Background: an optimization exercise with open tools, aiming at small area. Do not read the settings as production practice.
Function was checked by simulation only, so behaviour that the tests miss may differ from the original.
No activity file was given, so power comes from the tool's default toggle rates.

`design/flow/run.sh`:
```
#!/bin/bash
# synth_recipe.tcl (not shown) runs the flow's synth.tcl, then flattens the netlist and writes it again
# the make line also repeats each setting of config.mk as NAME=value (left out here)
make -C /OpenROAD-flow-scripts/flow DESIGN_CONFIG=/design/flow/config.mk WORK_HOME=/design/flow/orfs CLKGATE_MAP_FILE= SYNTH_SCRIPT=/design/flow/synth_recipe.tcl finish
```
`design/flow/config.mk`:
```
export PLATFORM = sky130hd
export DESIGN_NAME = themis_core
export DESIGN_NICKNAME = themis_core
export VERILOG_FILES = /design/flow/design.v
export SDC_FILE = /design/flow/constraint.sdc
export NUM_CORES = 4
export LEC_CHECK = 0
export CAP_MARGIN = 20
export CORE_MARGIN = 2
export CORE_UTILIZATION = 40
export SLEW_MARGIN = 20
```
`design/flow/constraint.sdc`:
```
create_clock -name core_clock -period 12.0 [get_ports {clk}]
set_input_delay 2.4000 -clock core_clock [delete_from_list [all_inputs] [get_ports {clk}]]
set_output_delay 2.4000 -clock core_clock [all_outputs]
set_load 0.01 [all_outputs]
```
`design/flow/design.v`:
```
module themis_core (
    input  wire        clk,
    input  wire        rst,
    input  wire        ev_valid,
    output wire        ev_ready,
    input  wire [25:0] ev_word,
    output reg         tx_valid,
    output wire        tx_bank,
    output wire [15:0] tx_word,
    output wire [1:0]  bank_sel,
    output wire [3:0]  trig,
    output reg  [31:0] overlap_faults
);
    localparam [1:0] ST_IDLE    = 2'd0;
    localparam [1:0] ST_ATTACK  = 2'd1;
    localparam [1:0] ST_DECAY   = 2'd2;
    localparam [1:0] ST_RELEASE = 2'd3;
    localparam [3:0] S_IDLE = 4'd0,  S_INIT = 4'd1,  S_PIT  = 4'd2,  S_VA  = 4'd3,
                     S_VB   = 4'd4,  S_VF   = 4'd5,  S_PRE  = 4'd6,  S_SGN = 4'd7,
                     S_LOAD = 4'd8,  S_EXT  = 4'd9,  S_DIV  = 4'd10, S_OUT = 4'd11;
    reg [6:0] a_att, a_dec, a_rel, f_att, f_dec, f_rel;
    reg [7:0] a_sus, f_sus;
    reg [6:0] a_vs, f_vs, kbd, env_amt, cutoff;
    reg [7:0] midi_note;
    reg [6:0] vel_c;
    reg [1:0] vca_st, vcf_st;
    reg [7:0] vcf_cnt;               
    reg [31:0] VL, VT, VD, FL, FT, FD, FS;
    reg [4:0] drum0, drum1, drum2, drum3;
    reg [4:0] phase;
    reg [1:0] ep;                    
    reg [1:0] bs;                    
    reg [15:0] sr;                   
    reg [4:0] bc;
    reg [3:0] st;
    reg       go;
    reg [3:0] job;
    reg [5:0] k;
    reg       sgn;
    reg       need_init;             
    reg       c1, c2;                
    reg [7:0] acc;                   
    reg       fS, fL, c32;           
    reg [36:0] W;
    reg [13:0] R;
    assign ev_ready = (st == S_IDLE);
    assign bank_sel = bs;
    assign trig     = {drum3 != 5'd0, drum2 != 5'd0, drum1 != 5'd0, drum0 != 5'd0};
    wire       accept = ev_valid && ev_ready && !rst;
    wire [1:0] tag    = ev_word[25:24];
    wire [3:0] kind   = ev_word[23:20];
    wire [3:0] chan   = ev_word[19:16];
    wire [7:0] d1     = ev_word[15:8];
    wire [7:0] d2     = ev_word[7:0];
    wire [6:0] cc_val = d2[7] ? 7'd127 : d2[6:0];
    wire ev_midi  = accept && (tag == 2'd0);
    wire ev_tick  = accept && (tag == 2'd1);
    wire ev_done  = accept && (tag == 2'd2);
    wire ev_reset = accept && (tag == 2'd3);
    wire is_drum    = ev_midi && (kind == 4'h9) && (chan == 4'd9);
    wire is_noteon  = ev_midi && (kind == 4'h9) && (chan != 4'd9);
    wire is_noteoff = ev_midi && (kind == 4'h8);
    wire is_cc      = ev_midi && (kind == 4'hB);
    wire ext   = (st == S_EXT);
    wire inb   = !ext;
    wire first = (bc == 5'd0) && inb;        
    wire [4:0] bcm21  = bc - 5'd21;
    wire cut_b   = inb && (bc >= 5'd21) && (bc <= 5'd27) && cutoff[bcm21[2:0]];
    wire note_b  = inb && (bc[4:3] == 2'd0) && midi_note[bc[2:0]];
    wire nvel_b  = inb && (bc[4:3] == 2'd0) && (bc[2:0] != 3'd7) && !vel_c[bc[2:0]];
    wire k16129_b = inb && ((bc == 5'd0) || (bc >= 5'd8 && bc <= 5'd13));
    wire c64_b   = inb && (bc == 5'd6);
    wire c35_b   = inb && (bc == 5'd0 || bc == 5'd1 || bc == 5'd5);
    wire c5_b    = inb && ep[0] && (bc == 5'd0 || bc == 5'd2);
    wire b26     = (bc == 5'd26);
    wire nlt64  = (midi_note[7:6] == 2'b00);
    wire pvalid = (midi_note >= 8'd36) && (midi_note <= 8'd71);
    reg [6:0] csel;
    always @(*) begin
        case (job)
            4'd1:    csel = a_att;
            4'd3:    csel = f_att;
            4'd5:    csel = a_rel;
            4'd6:    csel = f_rel;
            4'd8:    csel = a_dec;
            default: csel = f_dec;
        endcase
    end
    wire c_b = inb && (bc[4:3] == 2'd0) && (bc[2:0] != 3'd7) && csel[bc[2:0]];
    localparam [2:0] X_0 = 3'd0, X_VL = 3'd1, X_FL = 3'd2, X_VT20 = 3'd3,
                     X_VT = 3'd4, X_FT = 3'd5, X_NOTE = 3'd6, X_FS29 = 3'd7;
    localparam [3:0] Y_0 = 4'd0, Y_VD = 4'd1, Y_VT = 4'd2, Y_CUT = 4'd3, Y_FL = 4'd4,
                     Y_FD = 4'd5, Y_64 = 4'd6, Y_FS31 = 4'd7, Y_35 = 4'd8;
    localparam [1:0] MA_0 = 2'd0, MA_NVEL = 2'd1, MA_S1 = 2'd2, MA_T = 2'd3;
    localparam [2:0] MB_AVS = 3'd0, MB_FVS = 3'd1, MB_ENV = 3'd2, MB_ASUS = 3'd3,
                     MB_FSUS = 3'd4, MB_KBD = 3'd5, MB_100 = 3'd6;
    localparam [2:0] A2_0 = 3'd0, A2_S1 = 3'd1, A2_MUL = 3'd2, A2_K = 3'd3,
                     A2_CUT = 3'd4, A2_FLE = 3'd5, A2_VCA = 3'd6;
    localparam [2:0] B2_0 = 3'd0, B2_C = 3'd1, B2_W = 3'd2, B2_MUL = 3'd3,
                     B2_FS = 3'd4, B2_5 = 3'd5;
    reg [2:0] xsel;
    reg [3:0] ysel;
    reg       sub1, swp;
    reg [1:0] masel;
    reg       ma_ft;
    reg [2:0] mbsel;
    reg [2:0] a2sel, b2sel;
    reg       sub2;
    always @(*) begin
        xsel = X_0; ysel = Y_0; sub1 = 1'b0; swp = 1'b0;
        masel = MA_0; ma_ft = 1'b0; mbsel = MB_100;
        a2sel = A2_0; b2sel = B2_0; sub2 = 1'b0;
        case (st)
            S_PIT: begin
                xsel = X_NOTE; ysel = Y_35; sub1 = 1'b1;
                masel = MA_S1; mbsel = MB_100;
                a2sel = A2_MUL; b2sel = B2_5;
            end
            S_VA, S_VB: begin
                xsel = X_VL; ysel = Y_VD; sub1 = (vca_st != ST_ATTACK);
                a2sel = A2_VCA;
            end
            S_VF: begin
                xsel = X_FL; ysel = Y_FD;
                a2sel = A2_FLE; b2sel = B2_FS;
            end
            S_PRE: begin
                if (job == 4'd4) begin
                    xsel = X_NOTE; ysel = Y_64; sub1 = 1'b1; swp = nlt64;
                    masel = MA_S1; mbsel = MB_KBD;
                    a2sel = A2_MUL;
                end else begin
                    masel = MA_NVEL; mbsel = (job == 4'd0) ? MB_AVS : MB_FVS;
                    a2sel = A2_K; b2sel = B2_MUL; sub2 = 1'b1;
                end
            end
            S_SGN: begin
                xsel = X_FT; ysel = (job == 4'd3 || job == 4'd9) ? Y_CUT : Y_FL; sub1 = 1'b1;
            end
            S_LOAD, S_EXT: begin
                case (job)
                    4'd0: begin xsel = X_VT20; ysel = Y_VT; sub1 = 1'b1; a2sel = A2_S1; end
                    4'd1: begin xsel = X_VT; a2sel = A2_S1; b2sel = B2_C; end
                    4'd2: begin masel = MA_T; ma_ft = 1'b1; mbsel = MB_ENV; a2sel = A2_MUL; end
                    4'd3: begin xsel = X_FT; ysel = Y_CUT; sub1 = 1'b1; swp = sgn;
                                a2sel = A2_S1; b2sel = sgn ? B2_0 : B2_C; end
                    4'd4: begin xsel = X_FS29; ysel = Y_FS31; a2sel = A2_S1; end
                    4'd5: begin xsel = X_VL; a2sel = A2_S1; b2sel = B2_C; end
                    4'd7: begin masel = MA_T; mbsel = MB_ASUS; a2sel = A2_MUL; end
                    4'd8: begin xsel = X_VL; ysel = Y_VT; sub1 = 1'b1; a2sel = A2_S1; b2sel = B2_C; end
                    4'd9: begin xsel = X_FT; ysel = Y_CUT; sub1 = 1'b1; swp = sgn;
                                masel = MA_S1; mbsel = MB_FSUS; a2sel = A2_MUL; end
                    default: begin  
                                xsel = X_FT; ysel = Y_FL; sub1 = 1'b1; swp = sgn;
                                a2sel = A2_S1; b2sel = sgn ? B2_0 : B2_C; end
                endcase
            end
            S_OUT: begin
                a2sel = (job == 4'd9) ? A2_CUT : A2_0;
                b2sel = B2_W;
                sub2  = sgn && (job == 4'd3 || job == 4'd4 || job == 4'd6 ||
                                job == 4'd9 || job == 4'd10);
            end
            default: ;
        endcase
    end
    reg xb, yb;
    always @(*) begin
        case (xsel)
            X_VL:    xb = VL[0];
            X_FL:    xb = FL[0];
            X_VT20:  xb = VT[20];
            X_VT:    xb = VT[0];
            X_FT:    xb = FT[0];
            X_NOTE:  xb = note_b;
            X_FS29:  xb = FS[29];
            default: xb = 1'b0;
        endcase
        case (ysel)
            Y_VD:    yb = VD[0];
            Y_VT:    yb = VT[0];
            Y_CUT:   yb = cut_b;
            Y_FL:    yb = FL[0];
            Y_FD:    yb = FD[0];
            Y_64:    yb = c64_b;
            Y_FS31:  yb = FS[31];
            Y_35:    yb = c35_b;
            default: yb = 1'b0;
        endcase
    end
    wire a1  = (swp ? yb : xb) & inb;
    wire b1  = (swp ? xb : yb) & inb;
    wire b1x = b1 ^ sub1;
    wire c1i = first ? sub1 : c1;
    wire s1  = a1 ^ b1x ^ c1i;
    wire c1n = (a1 & b1x) | (a1 & c1i) | (b1x & c1i);
    wire s1e = s1 & inb;
    reg       ma;
    reg [7:0] mb;
    always @(*) begin
        case (masel)
            MA_NVEL: ma = nvel_b;
            MA_S1:   ma = s1e;
            MA_T:    ma = (ma_ft ? FT[0] : VT[0]) & inb;
            default: ma = 1'b0;
        endcase
        case (mbsel)
            MB_AVS:  mb = {1'b0, a_vs};
            MB_FVS:  mb = {1'b0, f_vs};
            MB_ENV:  mb = {1'b0, env_amt};
            MB_ASUS: mb = a_sus;
            MB_FSUS: mb = f_sus;
            MB_KBD:  mb = {1'b0, kbd};
            default: mb = 8'd100;
        endcase
    end
    wire [8:0] msum   = (first ? 9'd0 : {1'b0, acc}) + (ma ? {1'b0, mb} : 9'd0);
    wire       mulout = msum[0];
    wire vca_att = (vca_st == ST_ATTACK);
    wire useT    = !c32 || !fS;
    wire vca_wd  = vca_att ? (c32 | s1) : (fL ? (useT ? VT[0] : s1) : VL[0]);
    wire vca_em  = vca_att ? VL[0] : vca_wd;
    wire vca_emit = vca_att | fL;
    wire vcf_att  = (vcf_st == ST_ATTACK);
    wire vcf_act  = vcf_att | !vcf_cnt[7];
    wire vcf_last = (vcf_cnt == 8'd0);
    wire vcf_wd   = vcf_att ? s1 : (vcf_act ? (vcf_last ? FT[0] : s1) : FL[0]);
    wire vcf_em   = vcf_att ? FL[0] : vcf_wd;
    reg a2, b2;
    always @(*) begin
        case (a2sel)
            A2_S1:   a2 = s1e;
            A2_MUL:  a2 = mulout;
            A2_K:    a2 = k16129_b;
            A2_CUT:  a2 = cut_b;
            A2_FLE:  a2 = vcf_em;
            A2_VCA:  a2 = vca_em;
            default: a2 = 1'b0;
        endcase
        case (b2sel)
            B2_C:    b2 = c_b;
            B2_W:    b2 = W[0];
            B2_MUL:  b2 = mulout;
            B2_FS:   b2 = FS[0];
            B2_5:    b2 = c5_b;
            default: b2 = 1'b0;
        endcase
    end
    wire b2x = b2 ^ sub2;
    wire c2i = first ? sub2 : c2;
    wire s2  = a2 ^ b2x ^ c2i;
    wire c2n = (a2 & b2x) | (a2 & c2i) | (b2x & c2i);
    reg [13:0] Dm;
    reg        dcin;
    reg [5:0]  kend;
    always @(*) begin
        case (job)
            4'd0:       begin Dm = 14'd16129; dcin = 1'b1; kend = 6'd52; end
            4'd2:       begin Dm = 14'd16129; dcin = 1'b1; kend = 6'd57; end
            4'd4:       begin Dm = 14'd127;   dcin = 1'b1; kend = 6'd52; end
            4'd7, 4'd9: begin Dm = 14'd254;   dcin = 1'b1; kend = 6'd36; end
            default:    begin Dm = {7'd0, csel}; dcin = 1'b0; kend = 6'd36; end
        endcase
    end
    wire        din  = (k < 6'd37) && W[36];
    wire [14:0] rs   = {R, din};
    wire [15:0] diff = {1'b0, rs} + {2'b11, ~Dm} + {15'd0, dcin};
    wire        fits = !diff[15];
    wire hi_nz    = |sr[14:12];
    wire clamp_hi = ep[0] ? (!sr[15] && hi_nz) : (sr[15] || hi_nz);
    wire clamp_lo = ep[0] && sr[15];
    assign tx_bank = ep[1];
    assign tx_word = {ep[0], 3'b011,
                      clamp_lo ? 12'd0 : (clamp_hi ? 12'hFFF : sr[11:0])};
    wire sr_in = (st == S_PIT) ? (s2 & pvalid) : s2;
    wire init   = (st == S_INIT);
    wire p_pre  = go && (st == S_PRE);
    wire p_load = go && (st == S_LOAD);
    wire p_out  = go && (st == S_OUT);
    wire we_VL = go && (init || st == S_VB);
    wire we_VT = (go && init) || (p_pre && job == 4'd0) || (p_out && (job == 4'd0 || job == 4'd7)) ||
                 (p_load && job == 4'd5);
    wire we_VD = (go && init) || (p_out && (job == 4'd1 || job == 4'd5 || job == 4'd8));
    wire we_FL = go && (init || st == S_VF);
    wire we_FT = (go && init) || (p_pre && job == 4'd2) || (p_out && (job == 4'd2 || job == 4'd9)) ||
                 (p_load && job == 4'd5);
    wire we_FD = (go && init) || (p_out && (job == 4'd3 || job == 4'd6 || job == 4'd10));
    wire we_FS = (go && init) || ((p_pre || p_out) && job == 4'd4);
    wire wd_VL = !init && vca_wd;
    wire wd_VT = !init && (st != S_LOAD) && s2;
    wire wd_VD = !init && s2;
    wire wd_FL = init ? b26 : vcf_wd;
    wire wd_FT = init ? b26 : ((st == S_LOAD) ? cut_b : s2);
    wire wd_FD = !init && s2;
    wire wd_FS = !init && s2;
    wire bc31  = (bc == 5'd31);
    wire tx_ev = go && ((st == S_PIT && bc == 5'd15) ||
                        (st == S_VB && bc31 && vca_emit) ||
                        (st == S_VF && bc31 && vcf_act));
    always @(posedge clk) begin
        bc <= bc + 5'd1;
        VL <= {we_VL ? wd_VL : VL[0], VL[31:1]};
        VT <= {we_VT ? wd_VT : VT[0], VT[31:1]};
        VD <= {we_VD ? wd_VD : VD[0], VD[31:1]};
        FL <= {we_FL ? wd_FL : FL[0], FL[31:1]};
        FT <= {we_FT ? wd_FT : FT[0], FT[31:1]};
        FD <= {we_FD ? wd_FD : FD[0], FD[31:1]};
        FS <= {we_FS ? wd_FS : FS[0], FS[31:1]};
        c1  <= c1n;
        c2  <= c2n;
        acc <= msum[8:1];
        sr  <= {sr_in, sr[15:1]};
        if (st == S_DIV) begin
            R <= fits ? diff[13:0] : rs[13:0];
            W <= {W[35:0], fits};
            k <= k + 6'd1;
        end else begin
            R <= 14'd0;
            if (p_load || ext || p_out)
                W <= {s2, W[36:1]};
        end
        if (st == S_VA && go) begin
            if (first) begin
                fS <= (s1 != VT[0]) ? s1 : vca_att;
                fL <= (VL[0] != VT[0]) & VL[0];
            end else begin
                if (s1 != VT[0]) fS <= s1;
                if (VL[0] != VT[0]) fL <= VL[0];
            end
            if (bc31) c32 <= c1n;
        end
        if (st == S_SGN && go && bc31)
            sgn <= xb ^ ~yb ^ c1n;
        tx_valid <= 1'b0;
        if (tx_ev) begin
            if (bs != 2'b00) begin
                if (overlap_faults != 32'hFFFF_FFFF)
                    overlap_faults <= overlap_faults + 32'd1;
            end else begin
                tx_valid <= 1'b1;
                bs       <= ep[1] ? 2'b10 : 2'b01;
            end
        end
        if (bc31) go <= 1'b1;
        if (rst || ev_reset) begin
            a_att <= 7'd9;  a_dec <= 7'd19; a_rel <= 7'd9;
            f_att <= 7'd9;  f_dec <= 7'd19; f_rel <= 7'd9;
            a_sus <= 8'd127; f_sus <= 8'd127;
            a_vs  <= 7'd0;  f_vs  <= 7'd0;  kbd <= 7'd0;
            env_amt <= 7'd64; cutoff <= 7'd32;
            midi_note <= 8'd0;
            vca_st <= ST_IDLE; vcf_st <= ST_IDLE; vcf_cnt <= 8'd0;
            drum0 <= 5'd0; drum1 <= 5'd0; drum2 <= 5'd0; drum3 <= 5'd0;
            phase <= 5'd0;
            bs <= 2'b00;
            overlap_faults <= 32'd0;
            tx_valid <= 1'b0;
            need_init <= 1'b1;
            st <= S_IDLE;
        end else begin
            case (st)
                S_IDLE: begin
                    go <= bc31;
                    if (ev_tick) begin
                        if (drum0 != 5'd0) drum0 <= drum0 - 5'd1;
                        if (drum1 != 5'd0) drum1 <= drum1 - 5'd1;
                        if (drum2 != 5'd0) drum2 <= drum2 - 5'd1;
                        if (drum3 != 5'd0) drum3 <= drum3 - 5'd1;
                        ep    <= phase[1:0];
                        phase <= (phase == 5'd19) ? 5'd0 : phase + 5'd1;
                        if (phase == 5'd0 || phase == 5'd1)
                            st <= S_PIT;
                        else if (phase == 5'd2 && vca_st != ST_IDLE)
                            st <= S_VA;
                        else if (phase == 5'd3 && vcf_st != ST_IDLE)
                            st <= S_VF;
                    end
                    if (ev_done)
                        bs <= 2'b00;
                    if (is_drum) begin
                        case (d1)
                            8'd36: drum0 <= 5'd20;
                            8'd38: drum1 <= 5'd20;
                            8'd42: drum2 <= 5'd20;
                            8'd46: drum3 <= 5'd20;
                            default: ;
                        endcase
                    end
                    if (is_noteon) begin
                        midi_note <= d1;
                        vel_c     <= d2[7] ? 7'd127 : d2[6:0];
                        vca_st    <= ST_ATTACK;
                        vcf_st    <= ST_ATTACK;
                        vcf_cnt   <= {1'b0, f_att};
                        job       <= 4'd0;
                        st        <= need_init ? S_INIT : S_PRE;
                    end
                    if (is_noteoff) begin
                        vca_st  <= ST_RELEASE;
                        vcf_st  <= ST_RELEASE;
                        vcf_cnt <= {1'b0, f_rel};
                        job     <= 4'd5;
                        st      <= need_init ? S_INIT : S_LOAD;
                    end
                    if (is_cc) begin
                        case (d1)
                            8'd20: a_att   <= cc_val;
                            8'd21: a_dec   <= cc_val;
                            8'd22: a_sus   <= {cc_val, 1'b0};
                            8'd23: a_rel   <= cc_val;
                            8'd24: f_att   <= cc_val;
                            8'd25: f_dec   <= cc_val;
                            8'd26: f_sus   <= {cc_val, 1'b0};
                            8'd27: f_rel   <= cc_val;
                            8'd28: a_vs    <= cc_val;
                            8'd29: f_vs    <= cc_val;
                            8'd30: kbd     <= cc_val;
                            8'd31: env_amt <= cc_val;
                            8'd74: cutoff  <= cc_val;
                            default: ;
                        endcase
                    end
                end
                S_INIT: if (go && bc31) begin
                    need_init <= 1'b0;
                    st <= (job == 4'd0) ? S_PRE : S_LOAD;
                end
                S_PIT: if (go && bc == 5'd15) st <= S_IDLE;
                S_VA: if (go && bc31) st <= S_VB;
                S_VB: if (go && bc31) begin
                    st <= S_IDLE;
                    if (vca_att) begin
                        if (c32 | fS) begin
                            vca_st <= ST_DECAY;
                            job    <= 4'd7;
                            st     <= S_LOAD;
                        end
                    end else if (vca_st == ST_RELEASE && (!fL || useT)) begin
                        vca_st <= ST_IDLE;
                    end
                end
                S_VF: if (go && bc31) begin
                    st <= S_IDLE;
                    if (vcf_att) begin
                        vcf_cnt <= vcf_cnt - 8'd1;
                        if (vcf_last) begin
                            vcf_st  <= ST_DECAY;
                            vcf_cnt <= {1'b0, f_dec};
                            job     <= 4'd9;
                            st      <= S_SGN;
                        end
                    end else if (vcf_act) begin
                        vcf_cnt <= vcf_cnt - 8'd1;
                        if (vcf_last && vcf_st == ST_RELEASE)
                            vcf_st <= ST_IDLE;
                    end else if (vcf_st == ST_RELEASE) begin
                        vcf_st <= ST_IDLE;
                    end
                end
                S_PRE: if (go && bc31) begin
                    st <= S_LOAD;
                    if (job == 4'd4) sgn <= nlt64;
                end
                S_SGN: if (go && bc31) st <= S_LOAD;
                S_LOAD: if (go && bc31) st <= S_EXT;
                S_EXT: if (bc == 5'd4) begin
                    st <= S_DIV;
                    k  <= 6'd0;
                end
                S_DIV: if (k == kend) begin
                    st <= S_OUT;
                    go <= bc31;
                end
                S_OUT: if (go && bc31) begin
                    job <= job + 4'd1;
                    case (job)
                        4'd0, 4'd7: st <= S_LOAD;       
                        4'd1, 4'd3: st <= S_PRE;        
                        4'd2, 4'd5, 4'd9: st <= S_SGN;  
                        default: st <= S_IDLE;          
                    endcase
                end
                default: st <= S_IDLE;
            endcase
        end
    end
endmodule
```
==> results_dict.tcl, run 1 <==
set metrics [dict create \
    outcome "timing/DRC/antenna clean" \
    synth-seq-area-share 0.535 \
    seqPwrFrac 0.416 \
    worst-path-max-fanout 14 \
    min_period_ns 7.44 \
    r2r_cells 23 \
    synth_simple_gate_area_frac 0.187 \
    wl_um 50200 \
    cts_num_sinks 508 \
    netSwitchingFraction 0.292 \
    grt_usage 0.194 \
    async_flop_share 0 \
    tns_ns 0 \
    synthAdderAreaFrac 0.0338 \
    finalSetupViolations 0 \
    antenna_found_initial 0 \
    finClkSkew_ns 0.0321 \
    rsz0062_at_grt "false" \
    cp_slowest_cell "dfxtp_1" \
    slew_headroom 0.260 \
    placementRows 81 \
    synthTopCellsByCount "dfxtp_1, nand2_1, nor2_1, a21oi_1" \
    drive_gt1_frac 0.0735 \
    die_x_um 228 \
    worstPathCellList "inv_1 > ha_1 > mux2i_1 > mux4_2 > or4_1 > nor2_1 > and3b_1 > o21bai_1 > a21boi_0 > a21oi_1 > fa_1 > buf_4 > nand2_1 > o21ai_0 > a31oi_1 > a21oi_1 > ha_1 > a211oi_1 > a311o_1 > a311oi_1 > fa_1 > nor3b_1 > a22o_1" \
    route.vias.total 15000 \
    synthMuxAreaShare 0.0457 \
    die_area_um2 51800 \
    num_io_pins 86 \
    ys_types 91 \
    critPathMaxStageDelay_ns 0.73 \
    clock_latency_ns 0.62 \
    drv_cap 0 \
    synth_area_leader_cell "dfxtp_1" \
    fin_nets 2213 \
    grt_pass1_wl_um 78900 \
    clk_path_buf_depth 3 \
    grt_start_max_net_pins 81 \
    antenna_cells 0 \
    cts_setup_buffers 0 \
    post-dp-hpwl_um 34700 \
    die_h_um 228 \
    hold_class "flop to flop" \
    first_pass_iters 5 \
    ant_nets 0 \
    synth-xor-area-share 0.0276 \
    overflow 0 \
    final_core_util 0.473 \
    worstHoldPathCells 0 \
    netlist_area_um2 20000 \
    synth_edf_count 53 \
    ys_warn_count 1 \
    clock_power_share 0.388 \
    wl_per_cell_um 17.7 \
    io_buffers 82 \
    root_buffer "clkbuf_16" \
    crit_type "flop to flop" \
    crit_path_end_kind "flop" \
    cts_made_buffers 52 \
    period_share 0.620 \
    dpl_cell_area_um2 21400 \
    synth_compound_area_frac 0.137 \
    power.density_nw_per_um2 185 \
    hold_viol 0 \
    netlist_instances 2081 \
    core_area_um2 49200 \
    vias_per_cell 5.29 \
    holdBufCountCts 0 \
    cts.clk_slew.worst_paths_ns 0.07 \
    p_leak_nw 8.89 \
    cts_tree "yes" \
    cts_resized 0 \
    start_kind "flop" \
    synth_top_family_by_area "simple AND/OR/NAND/NOR gates" \
    initial_core_util 0.407 \
    synth_ff_type "dfxtp_1" \
    gp_congestion 0.907 \
    ys_seq_elements 508 \
    cp_data_required_time_ns 12.55 \
    cp.arrival_ns 7.99 \
    syn_avg_cell_area_um2 9.61 \
    p_int_mw 3.04 \
    area_delta_synth_final_pct 16.2 \
    maxSlewViolCount 0 \
    first_global_vias 14200 \
    drt_iter0_drc 952 \
    synth.area.top_cells "dfxtp_1, edfxtp_1, nand2_1" \
    stdcell_area_um2 23200 \
    ir_drop_mv 0.115 \
    p_comb_frac 0.196 \
    worst_pin_slew_ns 1.10 \
    synth_top_area_share 0.456 \
    htreeDepth 2 \
    yosysMostFrequentCell "dfxtp_1" \
    drcViolationCount 0 \
    fmax_mhz 134 \
    p_switching_mw 1.25 \
]
power by group through the flow:
stage | sequential, mW | combinational [mW] | clock, mW
2_1_floorplan | 1.82 | 0.585 | 0
3_3_place_gp | 1.82 | 0.823 | 0
3_5_place_dp | 1.82 | 0.832 | 0
4_1_cts | 1.78 | 0.837 | 1.70
5_1_grt | 1.79 | 0.923 | 1.77
6_report | 1.78 | 0.842 | 1.66
metal layers:
layer,share of wire,up-vias,GRT usage
met1,0.47,7206,0.272
met5,0,-,0
met3,0.053,75,0.0302
li1,-,7357,-
met4,0.023,0,0.0620
met2,0.45,389,0.308
logic make-up (layout without fill, tap and decap cells):
logic type	Yosys count	in the layout
DFF	508	508
buffers and inverters	165	260
other	2	3
AOI/OAI and AO/OA	428	428
adders and majority gates	51	51
xor gates and xnor gates	63	63
and+or+nand+nor	780	780
muxes	84	84
cells in the final DEF, fill, tap and decap left out, drive strengths merged, types with 26 or more instances in the layout:
| cell type | instances |
|---|---|
| nor3 | 45 |
| o21ai | 74 |
| inv | 59 |
| xnor2 | 37 |
| clkdlybuf4s50 | 82 |
| mux2i | 70 |
| a21oi | 143 |
| a211oi | 54 |
| nor2 | 252 |
| xor2 | 26 |
| dfxtp | 455 |
| nand3 | 38 |
| buf | 26 |
| clkbuf | 74 |
| nand2 | 283 |
| edfxtp | 53 |
| ha | 46 |
through the flow:
step	hold WS (ns)	setup slack, ns	cells	total power [mW]
3_5_place_dp	0.312	4.61	2740	2.65
6_report	0.317	4.56	2841	4.29
5_1_grt	0.324	4.07	2841	4.48
2_1_floorplan	0.310	5.53	2082	2.40
4_1_cts	0.312	4.60	2838	4.32
3_3_place_gp	0.311	4.87	2740	2.64
sequential cells by signal, indices dropped and copies added, names as in the netlist, 16 cells and up:
register and flops:
W 37, FS 32, VL 32, FD 32
FL 32, VD 32, overlap_faults 32, FT 32
sr 16, VT 32
worst max-delay path, delay by kind of cell, from the launching register on:
family                   cells  cell delay [ns]
adder cells (fa/ha/maj)      4             1.86
AND/OR/NAND/NOR              5             1.46
AO/OA/AOI/OAI               10             2.19
flip-flops                   1             0.73
multiplexers                 2             0.63
buffers and inverters        2             0.49
final timing paths:
check,slack (ns),start,end
worst max-delay path,4.56,bc[0],FS[31]
worst min-delay path,0.32,FS[30],FS[29]
worst max register to register,4.56,bc[0],FS[31]
worst min register to register,0.32,FS[30],FS[29]
layout make-up:
class | count | area, um^2
Timing Repair Buffer | 109 | 1040
Inverter | 53 | 199
Fill cell | 4600 | 25900
Clock buffer | 73 | 1490
Tap cell | 664 | 831
Clock inverter | 25 | 310
Sequential cell | 508 | 10700
Multi-Input combinational cell | 1409 | 8670
==> run 2, diff against run 1 <==
--- a/design/flow/config.mk
+++ b/design/flow/config.mk
@@ -7,5 +7,6 @@
 export LEC_CHECK = 0
 export CAP_MARGIN = 20
 export CORE_MARGIN = 2
-export CORE_UTILIZATION = 40
+export CORE_UTILIZATION = 65
+export CTS_BUF_LIST = sky130_fd_sc_hd__clkbuf_4
 export SLEW_MARGIN = 20
==> run 2 against run 1 <==
Sequential cell count unchanged. First-iteration DRC count increased by 46%. Maximum frequency increased by 0.70%. Register-to-register slack improved by 0.05 ns. Count of clock-buffer cells in the layout increased by 96. Utilization increased by 27 points. Total power decreased by 7.2%. Critical endpoint unchanged. Largest cell class unchanged. Largest power group unchanged.
==> results_dict.tcl, run 2 <==
set metrics [dict create \
    instances_no_fill 2685 \
    ys_seq_elements 508 \
    drt_iter0_drc 1388 \
    crit_type "flop to flop" \
    synth-seq-area-share 0.535 \
    drcViolationCount 0 \
    drive_gt1_frac 0.112 \
    io_buffers 82 \
    yosysMostFrequentCell "dfxtp_1" \
    post-dp-hpwl_um 32700 \
    wl_per_cell_um 18.2 \
    hold_viol 0 \
    clk_path_buf_depth 3 \
    synth_edf_count 53 \
    ant_nets 0 \
    initial_core_util 0.657 \
    crit_path_end_kind "flop" \
    seqPwrFrac 0.450 \
    maxSlewViolCount 0 \
    worstSetupStartpoint "bc[0]" \
    vias_per_cell 5.81 \
    htreeDepth 3 \
    ys_warn_count 1 \
    cts.clk_slew.worst_paths_ns 0.08 \
    power_mw 3.98 \
    cts_resized 0 \
    p_switching_mw 1.24 \
    cts_made_buffers 118 \
    place_inst 2471 \
    first_pass_iters 7 \
    die_area_um2 32200 \
    ys_types 91 \
    syn_avg_cell_area_um2 9.61 \
    ir_drop_mv 0.109 \
    layout_common_cells "dfxtp_1, nand2_1, nor2_1" \
    netlist_instances 2081 \
    grt_pass1_wl_um 77300 \
    core_area_um2 30400 \
    gp_congestion 1.00 \
    slew_headroom 0.275 \
    wl_um 48800 \
    min_period_ns 7.39 \
    rsz0062_at_grt "false" \
    cts_setup_buffers 0 \
    synthTopCellsByCount "dfxtp_1, nand2_1, nor2_1, a21oi_1" \
    largest-register "W" \
    p_int_mw 2.74 \
    finClkSkew_ns 0.0467 \
    netSwitchingFraction 0.310 \
    placementRows 64 \
    hold_slack_ns 0.301 \
    overflow 0 \
    cts_tree "yes" \
    synth_area_leader_cell "dfxtp_1" \
    hold_class "flop to flop" \
    grt_start_max_net_pins 78 \
    largest_reg_flops 37 \
    worst_pin_slew_ns 1.08 \
    die_h_um 179 \
    grt_usage 0.307 \
    die_x_um 179 \
    ff2ff_setup_slack_ns 4.61 \
    num_io_pins 86 \
    p_comb_frac 0.205 \
    worstHoldPathCells 0 \
    fin_nets 2275 \
    fmax_mhz 135 \
    rr_endpoint "FS[31]" \
    power.density_nw_per_um2 176 \
    synth_top_area_share 0.456 \
    clock_power_share 0.345 \
    cp_data_required_time_ns 12.79 \
    clock_latency_ns 0.86 \
    worst-path-max-fanout 14 \
    antenna_found_initial 1 \
    finalSetupViolations 0 \
    r2r_start "bc[0]" \
    tns_ns 0 \
    r2r_cells 22 \
    drv_cap 0 \
    start_kind "flop" \
    outcome "timing/DRC/antenna clean" \
    min_to "VT[5]" \
    cts_num_sinks 508 \
    p_leak_nw 8.89 \
    synth_ff_type "dfxtp_1" \
    async_flop_share 0 \
    layout_commonest_cell "dfxtp_1" \
    synth.area.top_cells "dfxtp_1, edfxtp_1, nand2_1" \
    cp.arrival_ns 8.18 \
    area_delta_synth_final_pct 13.0 \
    first_global_vias 14900 \
    holdBufCountCts 0 \
    period_share 0.616 \
    root_buffer "clkbuf_4" \
    min_from "VT[6]" \
    route.vias.total 15600 \
    netlist_area_um2 20000 \
]
[run 2: worst max-delay path by stage]
stage / slack, ns / end
floorplan: 5.53 / FD[31]
global placement: 4.87 / FD[31]
detailed placement: 4.70 / FD[31]
CTS: 4.65 / FS[31]
global route: 4.15 / FS[31]
finish: 4.61 / FS[31]
[run 2: cells by family (layout without fill, tap and decap cells)]
kind of cell    Yosys count  in the layout  share of synthesized area
xor+xnor                 63             63                     0.0276
compound gates          428            428                      0.137
buf+inv                 165            371                     0.0335
flops                   508            508                      0.535
mux                      84             84                     0.0457
simple gates            780            780                      0.187
fa+ha+maj                51             51                     0.0338
other cells               2              4                   0.000376
[run 2: power by group through the flow]
stage / clock network (mW) / logic (mW) / registers, mW
2_1_floorplan: 0 / 0.585 / 1.82
3_3_place_gp: 0 / 0.787 / 1.83
3_5_place_dp: 0 / 0.799 / 1.83
4_1_cts: 1.41 / 0.804 / 1.79
5_1_grt: 1.50 / 0.889 / 1.80
6_report: 1.37 / 0.814 / 1.79
[run 2: routing by layer]
metal | track usage | up-vias | part of all wire
met4 | 0.118 | 0 | 0.027
met1 | 0.405 | 7388 | 0.44
li1 | - | 7569 | -
met2 | 0.500 | 533 | 0.47
met3 | 0.0586 | 105 | 0.061
met5 | 0 | - | 0
[run 2: through the flow]
step	util	area, um^2	setup WS (ns)
global route	0.742	22600	4.15
detailed placement	0.692	21100	4.70
CTS	0.742	22600	4.65
global placement	0.692	21100	4.87
finish	0.742	22600	4.61
floorplan	-	20000	5.53
[run 2: area by class of cell]
| type | count | area [um^2] |
|---|---|---|
| flip-flops and latches | 508 | 10700 |
| repair buffers | 105 | 991 |
| multi-input cells | 1409 | 8670 |
| well taps | 396 | 495 |
| clock inverters | 44 | 258 |
| clock buffers | 169 | 1270 |
| inverters | 53 | 199 |
| fillers | 2203 | 7840 |
| diodes | 1 | 2.50 |
[run 2: worst max-delay path: stages, from the launching register on]
cell and delay, ns:
dfxtp_1 0.75, inv_1 0.29, ha_1 0.45, mux2i_1 0.14
mux4_2 0.47, or4_1 0.58, nor2_1 0.16, and3b_1 0.21
o21bai_1 0.21, a21boi_0 0.12, a21oi_1 0.19, fa_1 0.62
nand2_1 0.11, o21ai_0 0.08, a31oi_1 0.60, a21oi_1 0.12
ha_1 0.38, a211oi_1 0.06, a311o_1 0.29, a311oi_1 0.29
fa_1 0.59, nor3b_1 0.40, a22o_1 0.21
==> run 3, diff against run 2 <==
--- a/design/flow/config.mk
+++ b/design/flow/config.mk
@@ -5,8 +5,8 @@
 export SDC_FILE = /design/flow/constraint.sdc
 export NUM_CORES = 4
 export LEC_CHECK = 0
+export ABC_AREA = 1
 export CAP_MARGIN = 20
 export CORE_MARGIN = 2
 export CORE_UTILIZATION = 65
-export CTS_BUF_LIST = sky130_fd_sc_hd__clkbuf_4
 export SLEW_MARGIN = 20
==> run 3 against run 2 <==
Hold slack improved by 0.013 ns. Critical endpoint is now FT[31]. Total power grew 2.6%. First-iteration DRC count grew 39%. Utilization rose by 1.2 points.
==> results_dict.tcl, run 3 <==
set metrics [dict create \
    route.vias.total 17900 \
    io_buffers 82 \
    ys_seq_elements 508 \
    grt_usage 0.352 \
    layout_common_cells "nand2_1, dfxtp_1, inv_1" \
    crit_path_end_kind "flop" \
    cts_made_buffers 47 \
    cts.clk_slew.worst_paths_ns 0.07 \
    antenna_found_initial 3 \
    instances_no_fill 2992 \
    first_pass_iters 6 \
    drv_cap 0 \
    largest_reg_flops 37 \
    outcome "timing/DRC/antenna clean" \
    die_x_um 181 \
    start_kind "flop" \
    synth_area_leader_cell "dfxtp_1" \
    layout_commonest_cell "nand2_1" \
    rsz0062_at_grt "false" \
    placementRows 64 \
    worstHoldPathCells 0 \
    place_inst 2905 \
    htreeDepth 2 \
    worst-path-max-fanout 9 \
    min_period_ns 6.61 \
    maxSlewViolCount 0 \
    cts_num_sinks 508 \
    synth_top_area_share 0.448 \
    finClkSkew_ns 0.0389 \
    critPathMaxStageDelay_ns 0.71 \
    post-dp-hpwl_um 39300 \
    tns_ns 0 \
    r2r_cells 35 \
    slew_headroom 0.219 \
    fmax_mhz 151 \
    vias_per_cell 6.00 \
    ys_types 56 \
    cp.arrival_ns 7.07 \
    grt_pass1_wl_um 91900 \
    yosysMostFrequentCell "nand2_1" \
    wl_um 58900 \
    ys_warn_count 1 \
    cp_slowest_cell "fa_1" \
    synth_edf_count 53 \
    ant_nets 0 \
    crit_top_cell "nand2_1" \
    clk_path_buf_depth 3 \
    syn_avg_cell_area_um2 8.18 \
    power.density_nw_per_um2 177 \
    synth.area.top_cells "dfxtp_1, nand2_1, edfxtp_1" \
    synthTopCellsByCount "nand2_1, dfxtp_1, inv_1, nor2_1, a21oi_1" \
    synth-seq-area-share 0.527 \
    largest-register "W" \
    period_share 0.551 \
    holdBufCountCts 0 \
    core_area_um2 30700 \
    clock_latency_ns 0.59 \
    area_delta_synth_final_pct 13.9 \
    fin_nets 2638 \
    synth_ff_type "dfxtp_1" \
    cts_tree "yes" \
    first_global_vias 17400 \
    p_leak_nw 9.83 \
    crit_type "flop to flop" \
    num_io_pins 86 \
    netlist_instances 2484 \
    hold_class "flop to flop" \
    grt_start_max_net_pins 102 \
    die_area_um2 32700 \
    drive_gt1_frac 0.0501 \
    cp_data_required_time_ns 12.45 \
    netlist_area_um2 20300 \
    cts_setup_buffers 0 \
    wl_per_cell_um 19.7 \
    drcViolationCount 0 \
    finalSetupViolations 0 \
    root_buffer "clkbuf_16" \
    drt_iter0_drc 1927 \
    antenna_cells 0 \
    ir_drop_mv 0.149 \
    overflow 0 \
    async_flop_share 0 \
    worst_pin_slew_ns 1.16 \
    initial_core_util 0.662 \
    hold_viol 0 \
    gp_congestion 1.00 \
    cts_resized 0 \
    die_h_um 181 \
]
[run 3: worst paths after layout]
| path | from | endpoint | slack [ns] |
|---|---|---|---|
| hold / removal | VT[21] | VT[20] | 0.31 |
| hold reg to reg | VT[21] | VT[20] | 0.31 |
| setup reg to reg | job[0] | FT[31] | 5.39 |
| setup / recovery | job[0] | FT[31] | 5.39 |
[run 3: cell families (layout without fill, tap and decap cells)]
logic type,count (synthesis),after routing,share of synthesized area
adders and majority gates,51,51,0.0333
DFF,508,508,0.527
other,2,3,0.000370
and+or+nand+nor,1050,1050,0.219
muxes,1,1,0.000554
xor gates and xnor gates,61,61,0.0263
buffers and inverters,348,459,0.0660
AOI/OAI and AO/OA,463,463,0.128
[run 3: layout make-up]
cell class,count,area (um^2)
inverter,277,1040
clock buffer,69,1390
fill,2154,7530
sequential,508,10700
multi-input combinational,1629,8330
tap,396,495
clock inverter,18,246
timing repair buffer,95,938
[run 3: power breakdown]
group | total, mW | internal [mW] | switching, mW
logic | 0.710 | 0.247 | 0.463
registers | 1.81 | 1.77 | 0.0396
clock network | 1.56 | 0.884 | 0.679
[run 3: per-stage QoR]
stage	instance area [um^2]	util	power (mW)	setup WS, ns	hold WS [ns]
detailed placement	21500	0.700	2.52	5.57	0.312
global route	23100	0.755	4.22	4.75	0.320
floorplan	20300	-	2.28	6.88	0.310
global placement	21400	0.699	2.50	5.78	0.310
finish	23100	0.755	4.09	5.39	0.314
CTS	23100	0.754	4.07	5.49	0.319
[run 3: worst max-delay path: cells and delay by family, from the launching register on]
kind,cells,cell delay (ns)
buf+inv,7,0.96
xor+xnor,1,0.20
simple gates,19,2.05
fa+ha+maj,4,1.85
compound gates,4,0.97
flops,1,0.43
[run 3: routing by layer]
metal / vias to the layer above / part of all wire / GRT usage
met5: - / 0.00058 / 0
met4: 6 / 0.051 / 0.165
met3: 265 / 0.085 / 0.0605
met2: 1026 / 0.47 / 0.592
met1: 8373 / 0.39 / 0.443
li1: 8274 / - / -
==> run 4, diff against run 3 <==
--- a/design/flow/design.v
+++ b/design/flow/design.v
@@ -22,7 +22,6 @@
     reg [7:0] a_sus, f_sus;
     reg [6:0] a_vs, f_vs, kbd, env_amt, cutoff;
     reg [7:0] midi_note;
-    reg [6:0] vel_c;
     reg [1:0] vca_st, vcf_st;
     reg [7:0] vcf_cnt;               
     reg [31:0] VL, VT, VD, FL, FT, FD, FS;
@@ -35,7 +34,7 @@
     reg [3:0] st;
     reg       go;
     reg [3:0] job;
-    reg [5:0] k;
+    reg       dwrap;                 
     reg       sgn;
     reg       need_init;             
     reg       c1, c2;                
@@ -67,7 +66,7 @@
     wire [4:0] bcm21  = bc - 5'd21;
     wire cut_b   = inb && (bc >= 5'd21) && (bc <= 5'd27) && cutoff[bcm21[2:0]];
     wire note_b  = inb && (bc[4:3] == 2'd0) && midi_note[bc[2:0]];
-    wire nvel_b  = inb && (bc[4:3] == 2'd0) && (bc[2:0] != 3'd7) && !vel_c[bc[2:0]];
+    wire nvel_b  = (bc[4:3] == 2'd0) && (bc[2:0] != 3'd7) && R[0];    
     wire k16129_b = inb && ((bc == 5'd0) || (bc >= 5'd8 && bc <= 5'd13));
     wire c64_b   = inb && (bc == 5'd6);
     wire c35_b   = inb && (bc == 5'd0 || bc == 5'd1 || bc == 5'd5);
@@ -239,7 +238,7 @@
         endcase
         case (b2sel)
             B2_C:    b2 = c_b;
-            B2_W:    b2 = W[0];
+            B2_W:    b2 = wq;
             B2_MUL:  b2 = mulout;
             B2_FS:   b2 = FS[0];
             B2_5:    b2 = c5_b;
@@ -252,17 +251,23 @@
     wire c2n = (a2 & b2x) | (a2 & c2i) | (b2x & c2i);
     reg [13:0] Dm;
     reg        dcin;
-    reg [5:0]  kend;
+    reg [4:0]  kend;
+    reg        wq;
     always @(*) begin
         case (job)
-            4'd0:       begin Dm = 14'd16129; dcin = 1'b1; kend = 6'd52; end
-            4'd2:       begin Dm = 14'd16129; dcin = 1'b1; kend = 6'd57; end
-            4'd4:       begin Dm = 14'd127;   dcin = 1'b1; kend = 6'd52; end
-            4'd7, 4'd9: begin Dm = 14'd254;   dcin = 1'b1; kend = 6'd36; end
-            default:    begin Dm = {7'd0, csel}; dcin = 1'b0; kend = 6'd36; end
+            4'd0:       begin Dm = 14'd16129; dcin = 1'b1; kend = 5'd25; end
+            4'd2:       begin Dm = 14'd16129; dcin = 1'b1; kend = 5'd30; end
+            4'd4:       begin Dm = 14'd127;   dcin = 1'b1; kend = 5'd25; end
+            4'd7, 4'd9: begin Dm = 14'd254;   dcin = 1'b1; kend = 5'd9;  end
+            default:    begin Dm = {7'd0, csel}; dcin = 1'b0; kend = 5'd9;  end
+        endcase
+        case (job)
+            4'd0, 4'd4: wq = W[31];
+            4'd2:       wq = W[36];
+            default:    wq = W[15];
         endcase
     end
-    wire        din  = (k < 6'd37) && W[36];
+    wire        din  = (!dwrap || bc < 5'd10) && W[36];
     wire [14:0] rs   = {R, din};
     wire [15:0] diff = {1'b0, rs} + {2'b11, ~Dm} + {15'd0, dcin};
     wire        fits = !diff[15];
@@ -313,11 +318,16 @@
         if (st == S_DIV) begin
             R <= fits ? diff[13:0] : rs[13:0];
             W <= {W[35:0], fits};
-            k <= k + 6'd1;
+            if (bc31) dwrap <= 1'b1;
         end else begin
-            R <= 14'd0;
-            if (p_load || ext || p_out)
-                W <= {s2, W[36:1]};
+            W <= {(p_load || ext) ? s2 : W[0], W[36:1]};
+            R[13:7] <= 7'd0;
+            if (ext)
+                R[6:0] <= 7'd0;
+            else if (is_noteon)
+                R[6:0] <= d2[7] ? 7'd0 : ~d2[6:0];
+            else if (p_pre && bc < 5'd7 && job != 4'd4)
+                R[6:0] <= {R[0], R[6:1]};
         end
         if (st == S_VA && go) begin
             if (first) begin
@@ -388,11 +398,10 @@
                     end
                     if (is_noteon) begin
                         midi_note <= d1;
-                        vel_c     <= d2[7] ? 7'd127 : d2[6:0];
                         vca_st    <= ST_ATTACK;
                         vcf_st    <= ST_ATTACK;
                         vcf_cnt   <= {1'b0, f_att};
-                        job       <= 4'd0;
+                        job       <= 4'd2;
                         st        <= need_init ? S_INIT : S_PRE;
                     end
                     if (is_noteoff) begin
@@ -423,7 +432,7 @@
                 end
                 S_INIT: if (go && bc31) begin
                     need_init <= 1'b0;
-                    st <= (job == 4'd0) ? S_PRE : S_LOAD;
+                    st <= (job == 4'd2) ? S_PRE : S_LOAD;
                 end
                 S_PIT: if (go && bc == 5'd15) st <= S_IDLE;
                 S_VA: if (go && bc31) st <= S_VB;
@@ -458,24 +467,25 @@
                     end
                 end
                 S_PRE: if (go && bc31) begin
-                    st <= S_LOAD;
+                    if (job == 4'd2) job <= 4'd0;
+                    else st <= S_LOAD;
                     if (job == 4'd4) sgn <= nlt64;
                 end
                 S_SGN: if (go && bc31) st <= S_LOAD;
                 S_LOAD: if (go && bc31) st <= S_EXT;
                 S_EXT: if (bc == 5'd4) begin
-                    st <= S_DIV;
-                    k  <= 6'd0;
+                    st    <= S_DIV;
+                    dwrap <= 1'b0;
                 end
-                S_DIV: if (k == kend) begin
+                S_DIV: if (dwrap && bc == kend) begin
                     st <= S_OUT;
                     go <= bc31;
                 end
                 S_OUT: if (go && bc31) begin
                     job <= job + 4'd1;
                     case (job)
-                        4'd0, 4'd7: st <= S_LOAD;       
-                        4'd1, 4'd3: st <= S_PRE;        
+                        4'd0, 4'd1, 4'd7: st <= S_LOAD;  
+                        4'd3: st <= S_PRE;               
                         4'd2, 4'd5, 4'd9: st <= S_SGN;  
                         default: st <= S_IDLE;          
                     endcase
==> design/flow/flow/run.sh (new file) <==
#!/bin/bash
# Layout with the standard flow, changing only how ports are buffered, whether
# synthesis buffers are kept and how the clock tree is built.
set -euo pipefail
cat >> config.mk <<'CFG'
export REMOVE_ABC_BUFFERS = 1
export BUFFER_PORTS_ARGS = -buffer_cell sky130_fd_sc_hd__buf_1
export CTS_ARGS = -sink_clustering_enable -repair_clock_nets -dont_use_dummy_load -buf_list sky130_fd_sc_hd__clkbuf_8 -sink_clustering_size 12 -sink_clustering_max_diameter 80
CFG
bash standard.sh > standard.log 2>&1
==> design/flow/standard.sh (new file) <==
#!/bin/bash
# synth_recipe.tcl (not shown) runs the flow's synth.tcl, then flattens the netlist and writes it again
# the make line also repeats each setting of config.mk as NAME=value (left out here)
make -C /OpenROAD-flow-scripts/flow DESIGN_CONFIG=/design/flow/config.mk WORK_HOME=/design/flow/orfs CLKGATE_MAP_FILE= SYNTH_SCRIPT=/design/flow/synth_recipe.tcl "${@:-finish}"
--- a/design/flow/config.mk
+++ b/design/flow/config.mk
@@ -5,8 +5,10 @@
 export SDC_FILE = /design/flow/constraint.sdc
 export NUM_CORES = 4
 export LEC_CHECK = 0
-export ABC_AREA = 1
 export CAP_MARGIN = 20
 export CORE_MARGIN = 2
-export CORE_UTILIZATION = 65
+export CORE_UTILIZATION = 40
 export SLEW_MARGIN = 20
+export REMOVE_ABC_BUFFERS = 1
+export BUFFER_PORTS_ARGS = -buffer_cell sky130_fd_sc_hd__buf_1
+export CTS_ARGS = -sink_clustering_enable -repair_clock_nets -dont_use_dummy_load -buf_list sky130_fd_sc_hd__clkbuf_8 -sink_clustering_size 12 -sink_clustering_max_diameter 80
removed: design/flow/run.sh
==> run 4 against run 3 <==
Still clean on timing, DRC and antenna. Synthesized cell count decreased by 20%. Sequential power fell by 4%. Combinational power is 16% lower. Final cell count decreased by 12%. Area after synthesis shrank 6.2%. Wire length shrank 18%. Global-route usage is 16 points lower. Total power is 22% lower. Clock skew rose by 0.028 ns. Register-to-register slack lost 0.73 ns. Critical path depth down 10. Maximum frequency is 9.9% lower. Largest cell class unchanged. Largest power group unchanged.
==> results_dict.tcl, run 4 <==
set metrics [dict create \
    ir_drop_mv 0.0790 \
    slew_headroom 0.229 \
    grt_start_max_net_pins 68 \
    die_area_um2 49400 \
    synth_edf_count 16 \
    synth_ff_type "dfxtp_1" \
    finalSetupViolations 0 \
    tns_ns 0 \
    die_x_um 222 \
    clock_latency_ns 0.64 \
    antenna_found_initial 0 \
    maxSlewViolCount 0 \
    crit_path_end_kind "flop" \
    post-dp-hpwl_um 34800 \
    initial_core_util 0.408 \
    cp_slowest_cell "nor2_1" \
    ant_nets 0 \
    wl_per_cell_um 18.2 \
    fmax_mhz 136 \
    first_pass_iters 6 \
    period_share 0.612 \
    netlist_instances 1981 \
    worst_pin_slew_ns 1.16 \
    fillCellCount 4532 \
    route.vias.total 14400 \
    cts_num_sinks 496 \
    yosysMostFrequentCell "dfxtp_1" \
    async_flop_share 0 \
    ys_warn_count 1 \
    core_area_um2 46800 \
    cp_data_required_time_ns 12.55 \
    fin_nets 2106 \
    crit_family "adder cells" \
    start_kind "flop" \
    cts_made_buffers 48 \
    synth-seq-area-share 0.530 \
    grt_usage 0.195 \
    layout_common_cells "dfxtp_1, nand2_1, nor2_1" \
    cts_resized 0 \
    layout_commonest_cell "dfxtp_1" \
    ys_seq_elements 496 \
    drive_gt1_frac 0.0538 \
    worstHoldPathCells 0 \
    hold_viol 0 \
    outcome "timing/DRC/antenna clean" \
    first_global_vias 14200 \
    syn_avg_cell_area_um2 9.62 \
    finClkSkew_ns 0.0666 \
    antenna_cells 0 \
    area_delta_synth_final_pct 7.83 \
    cts_tree "yes" \
    worst-path-max-fanout 14 \
    critPathMaxStageDelay_ns 0.69 \
    drv_cap 0 \
    cts.clk_slew.worst_paths_ns 0.08 \
    gp_congestion 0.922 \
    hold_class "flop to flop" \
    cp.arrival_ns 7.89 \
    wl_um 48000 \
    crit_buf_inv 2 \
    synth_area_leader_cell "dfxtp_1" \
    r2r_cells 25 \
    grt_pass1_wl_um 77300 \
    synthTopCellsByCount "dfxtp_1, nand2_1, nor2_1, a21oi_1, mux2i_1" \
    dpl_cell_area_um2 19900 \
    stdcell_area_um2 20500 \
    p_leak_nw 7.97 \
    holdBufCountCts 0 \
    crit_type "flop to flop" \
    num_io_pins 86 \
    rsz0062_at_grt "false" \
    largest-register "W" \
    netlist_area_um2 19100 \
    drcViolationCount 0 \
    min_period_ns 7.34 \
    overflow 0 \
    ys_types 88 \
    synth.area.top_cells "dfxtp_1, nand2_1, nor2_1" \
    die_h_um 222 \
    cp.depth 25 \
    placementRows 79 \
    root_buffer "clkbuf_8" \
    drt_iter0_drc 1044 \
    power.density_nw_per_um2 156 \
    htreeDepth 2 \
    synth_top_area_share 0.504 \
    io_buffers 82 \
    cts_setup_buffers 0 \
    clk_path_buf_depth 3 \
    vias_per_cell 5.45 \
    largest_reg_flops 37 \
]
run 4: cell types whose count changed in the layout (fill, tap and decap cells not counted), moves of 25 or more:
cell / delta
mux2i_1: +82
nand3_1: -67
dfxtp_1: +25
clkdlybuf4s50_1: -82
edfxtp_1: -37
nor2_1: -35
a21oi_1: -87
nand2_1: -326
clkbuf_8: +37
clkbuf_16: -48
a211oi_1: +28
o21ai_0: -111
buf_1: +82
inv_1: -221
run 4: routing by layer:
layer / global-route usage / up-vias / routed length, um
met5: 0 / - / 0
met4: 0.0652 / 0 / 1260
met3: 0.0295 / 82 / 2550
met2: 0.315 / 373 / 21700
met1: 0.266 / 6903 / 22500
li1: - / 6998 / -
run 4: where the power goes:
part,leakage (nW),switching (mW),internal [mW]
combinational,3.62,0.369,0.230
clock,0.345,0.514,0.356
sequential,4.01,0.0417,1.69
total,7.97,0.924,2.28
run 4: layout make-up:
type,instances,area [um^2],share of cell area
Sequential cell,496,10100,0.491
Inverter,45,170,0.00828
Multi-Input combinational cell,1339,8440,0.411
Tap cell,607,759,0.0370
Timing Repair Buffer,98,428,0.0208
Clock buffer,48,661,0.0322
run 4: worst paths after layout:
check / start / endpoint / slack (ns)
setup / recovery: job[0] / FT[31] / 4.66
hold / removal: VT[18] / VT[17] / 0.30
setup reg to reg: job[0] / FT[31] / 4.66
hold reg to reg: VT[18] / VT[17] / 0.30
run 4: cell families after synthesis:
group                    share of synthesized area
AO/OA/AOI/OAI                                0.145
XOR/XNOR                                    0.0303
adder cells (fa/ha/maj)                     0.0341
buffers and inverters                       0.0309
flip-flops                                   0.530
multiplexers                                0.0513
other                                     0.000394
AND/OR/NAND/NOR                              0.179
run 4: per-stage QoR:
step	setup WS (ns)	hold WS [ns]	cells	total power [mW]	utilization
final	4.66	0.298	2633	3.20	0.439
after global routing	4.20	0.302	2633	3.37	0.439
after CTS	4.75	0.289	2633	3.23	0.439
after detailed placement	4.75	0.312	2585	2.36	0.425
after global placement	4.88	0.311	2585	2.36	0.425
after floorplan	5.85	0.310	1880	2.19	-
run 4: worst reg2reg max path, delay by kind of cell, from the launching register on:
family / cells / cell delay (ns)
fa+ha+maj: 4 / 1.90
simple gates: 6 / 1.72
compound gates: 9 / 1.61
mux: 3 / 1.06
flops: 1 / 0.44
buf+inv: 2 / 0.34
xor+xnor: 1 / 0.26
==> run 5, diff against run 4 <==
==> design/flow/flow/run.sh (replaced) <==
#!/bin/bash
# Layout with the standard flow, changing only how ports are buffered, whether
# synthesis buffers are kept and how the clock tree is built.
set -euo pipefail
cat >> config.mk <<'CFG'
export REMOVE_ABC_BUFFERS = 1
export BUFFER_PORTS_ARGS = -buffer_cell sky130_fd_sc_hd__buf_1
export CTS_ARGS = -sink_clustering_enable -repair_clock_nets -dont_use_dummy_load -buf_list sky130_fd_sc_hd__clkbuf_16 -sink_clustering_size 22 -sink_clustering_max_diameter 120
CFG
bash standard.sh > standard.log 2>&1
--- a/design/flow/config.mk
+++ b/design/flow/config.mk
@@ -11,4 +11,4 @@
 export SLEW_MARGIN = 20
 export REMOVE_ABC_BUFFERS = 1
 export BUFFER_PORTS_ARGS = -buffer_cell sky130_fd_sc_hd__buf_1
-export CTS_ARGS = -sink_clustering_enable -repair_clock_nets -dont_use_dummy_load -buf_list sky130_fd_sc_hd__clkbuf_8 -sink_clustering_size 12 -sink_clustering_max_diameter 80
+export CTS_ARGS = -sink_clustering_enable -repair_clock_nets -dont_use_dummy_load -buf_list sky130_fd_sc_hd__clkbuf_16 -sink_clustering_size 22 -sink_clustering_max_diameter 120
==> run 5 against run 4 <==
Utilization hardly changed. First-iteration DRC count is 2.4% higher. Non-clock buffer count stayed put. Sequential cell count stayed put. Sequential power hardly changed. Still clean. Global-route usage is 0.26 points lower. Highest routed layer unchanged. Wire length is 0.43% lower. Clock power is 2% higher. Clock skew is 0.046 ns lower. Largest cell class unchanged.
==> results_dict.tcl, run 5 <==
set metrics [dict create \
    die_x_um 222 \
    placementRows 79 \
    r2r_start "job[0]" \
    syn_avg_cell_area_um2 9.62 \
    grt_usage 0.192 \
    core_area_um2 46800 \
    multi_input_area_um2 8440 \
    initial_core_util 0.408 \
    io_buffers 82 \
    rsz0062_at_grt "false" \
    hold_viol 0 \
    drive_gt1_frac 0.0434 \
    cp_slowest_cell "nor2_1" \
    num_io_pins 86 \
    stdcell_area_um2 20500 \
    route.vias.total 14300 \
    synth_top_area_share 0.504 \
    antenna_found_initial 0 \
    cp.depth 25 \
    area_delta_synth_final_pct 7.77 \
    worst_pin_slew_ns 1.14 \
    root_buffer "clkbuf_16" \
    crit_path_end_kind "flop" \
    cts_resized 0 \
    vias_per_cell 5.46 \
    crit_type "flop to flop" \
    drt_iter0_drc 1069 \
    worstSetupStartpoint "job[0]" \
    start_kind "flop" \
    hold_class "flop to flop" \
    holdBufCountCts 0 \
    ant_nets 0 \
    min_from "FL[6]" \
    layout_common_cells "dfxtp_1, nand2_1, nor2_1" \
    regArea_um2 10100 \
    first_pass_iters 5 \
    timing.critical_path.to "FT[31]" \
    cts_made_buffers 26 \
    finalSetupViolations 0 \
    ff2ff_setup_slack_ns 4.59 \
    worst-path-max-fanout 14 \
    outcome "timing/DRC/antenna clean" \
    maxSlewViolCount 0 \
    fmax_mhz 135 \
    die_h_um 222 \
    overflow 0 \
    power.density_nw_per_um2 157 \
    cp_data_required_time_ns 12.50 \
    rr_endpoint "FT[31]" \
    synth.area.top_cells "dfxtp_1, nand2_1, nor2_1" \
    finClkSkew_ns 0.0210 \
    largest_reg_flops 37 \
    async_flop_share 0 \
    antenna_cells 0 \
    p_leak_nw 7.95 \
    post-dp-hpwl_um 34800 \
    grt_pass1_wl_um 76800 \
    gp_congestion 0.922 \
    ys_warn_count 1 \
    drcViolationCount 0 \
    synth_ff_type "dfxtp_1" \
    yosysMostFrequentCell "dfxtp_1" \
    drv_cap 0 \
    wl_per_cell_um 18.3 \
    ys_seq_elements 496 \
    dpl_cell_area_um2 19900 \
    layout_commonest_cell "dfxtp_1" \
    wl_um 47800 \
    tns_ns 0 \
    synth-seq-area-share 0.530 \
    cp.arrival_ns 7.91 \
    grt_start_max_net_pins 68 \
    synthTopCellsByCount "dfxtp_1, nand2_1, nor2_1, a21oi_1, mux2i_1" \
    clk_path_buf_depth 3 \
    crit_buf_inv 2 \
    cts_tree "yes" \
    die_area_um2 49400 \
    first_global_vias 14000 \
    r2r_cells 25 \
    netlist_instances 1981 \
    min_period_ns 7.41 \
    cts_setup_buffers 0 \
    synth_edf_count 16 \
    ys_types 88 \
    clock_latency_ns 0.58 \
    critPathMaxStageDelay_ns 0.69 \
    fin_nets 2084 \
    cts_num_sinks 496 \
    cts.clk_slew.worst_paths_ns 0.10 \
    fillCellCount 4525 \
    htreeDepth 1 \
    worst_slack_ns 4.59 \
    ir_drop_mv 0.111 \
    netlist_area_um2 19100 \
    largest-register "W" \
    period_share 0.617 \
    place_ws_ns 4.75 \
    synth_area_leader_cell "dfxtp_1" \
    slew_headroom 0.238 \
    crit_family "adder cells" \
]
run 5: report_power, final:
part / total [mW] / internal [mW] / switching (mW) / leakage, nW
logic: 0.597 / 0.230 / 0.367 / 3.62
clock network: 0.885 / 0.385 / 0.500 / 0.320
registers: 1.73 / 1.69 / 0.0413 / 4.01
total: 3.22 / 2.31 / 0.909 / 7.95
run 5: how the worst min path moves through the flow:
stage                   to  slack, ns  cells after the start
floorplan            FD[0]       0.31                      0
global placement    FS[27]       0.31                      0
detailed placement  FD[18]       0.31                      0
CTS                 FL[23]       0.32                      0
global route        FS[24]       0.33                      0
finish               FL[5]       0.32                      0
run 5: per-stage QoR:
step                instances   util  total power [mW]  hold WS (ns)
floorplan                1880      -              2.19         0.310
detailed placement       2585  0.425              2.36         0.312
global placement         2585  0.425              2.36         0.311
global route             2611  0.439              3.37         0.327
CTS                      2611  0.439              3.25         0.323
finish                   2611  0.439              3.22         0.321
run 5: metal layers:
layer / up-vias / routed length [um] / track usage
met5: - / 0 / 0
met4: 0 / 1310 / 0.0554
met3: 75 / 2250 / 0.0226
met2: 364 / 21600 / 0.315
met1: 6837 / 22700 / 0.266
li1: 6980 / - / -
run 5: kinds of logic (layout without fill, tap and decap cells):
family / count (synthesis) / count (layout) / share of synthesized area
AND/OR/NAND/NOR: 720 / 720 / 0.179
flip-flops: 496 / 496 / 0.530
AO/OA/AOI/OAI: 408 / 408 / 0.145
buffers and inverters: 147 / 169 / 0.0309
multiplexers: 93 / 93 / 0.0513
XOR/XNOR: 66 / 66 / 0.0303
adder cells (fa/ha/maj): 49 / 49 / 0.0341
other: 2 / 3 / 0.000394
run 5: worst reg2reg max path, stage by stage, from the launching register on:
cell and delay (ns):
edfxtp_1 0.44, inv_1 0.14, ha_1 0.49, nand3b_1 0.33, nor2_1 0.69, o31ai_1 0.38
mux2i_1 0.20, a32oi_1 0.28, nand3_1 0.15, mux2_2 0.29, nor2_1 0.14, fa_1 0.53
inv_1 0.19, a211oi_1 0.09, mux2i_1 0.57, a21oi_1 0.12, ha_1 0.37, a211o_1 0.26
a22oi_1 0.15, o21ai_0 0.14, xnor2_1 0.26, fa_1 0.50, nor3_1 0.26, nand2b_1 0.14
a21oi_1 0.04, o21ai_0 0.15
run 5: cell type report:
cell class / instances / share of cell area
clock buffer: 26 / 0.0317
inverter: 45 / 0.00829
multi-input combinational: 1339 / 0.411
sequential: 496 / 0.491
tap: 607 / 0.0370
timing repair buffer: 98 / 0.0208

-- port drivers added, routing unchanged --
The flow's constraints put no driver on any port. The routed layouts listed below were extracted and timed again, unchanged, in two steps. Step 1 assumes that a clkbuf_16 drives the clock port and a buf_2 every other input. Step 2 times the ports against the registers' clock, not the clock port: input delays grow and output delays shrink by t, the midpoint of the rising clock arrivals with the driver on. Slacks: ideal / step 1 / step 2; pairs: ideal / step 1.
run	t (ns)	slack for setup (ns)	worst register clock-pin slew, ns	cell pins on the clock port's net
run 1	0.659	4.557 / 4.557 / 4.557	0.07 / 0.07	1
run 2	0.877	4.608 / 4.608 / 4.608	0.08 / 0.08	1
run 3	0.623	5.388 / 5.388 / 5.388	0.08 / 0.08	1
run 4	0.655	4.660 / 4.660 / 4.660	0.09 / 0.09	1
run 5	0.623	4.592 / 4.592 / 4.592	0.10 / 0.10	1
After both steps setup and hold are still met in every run listed.
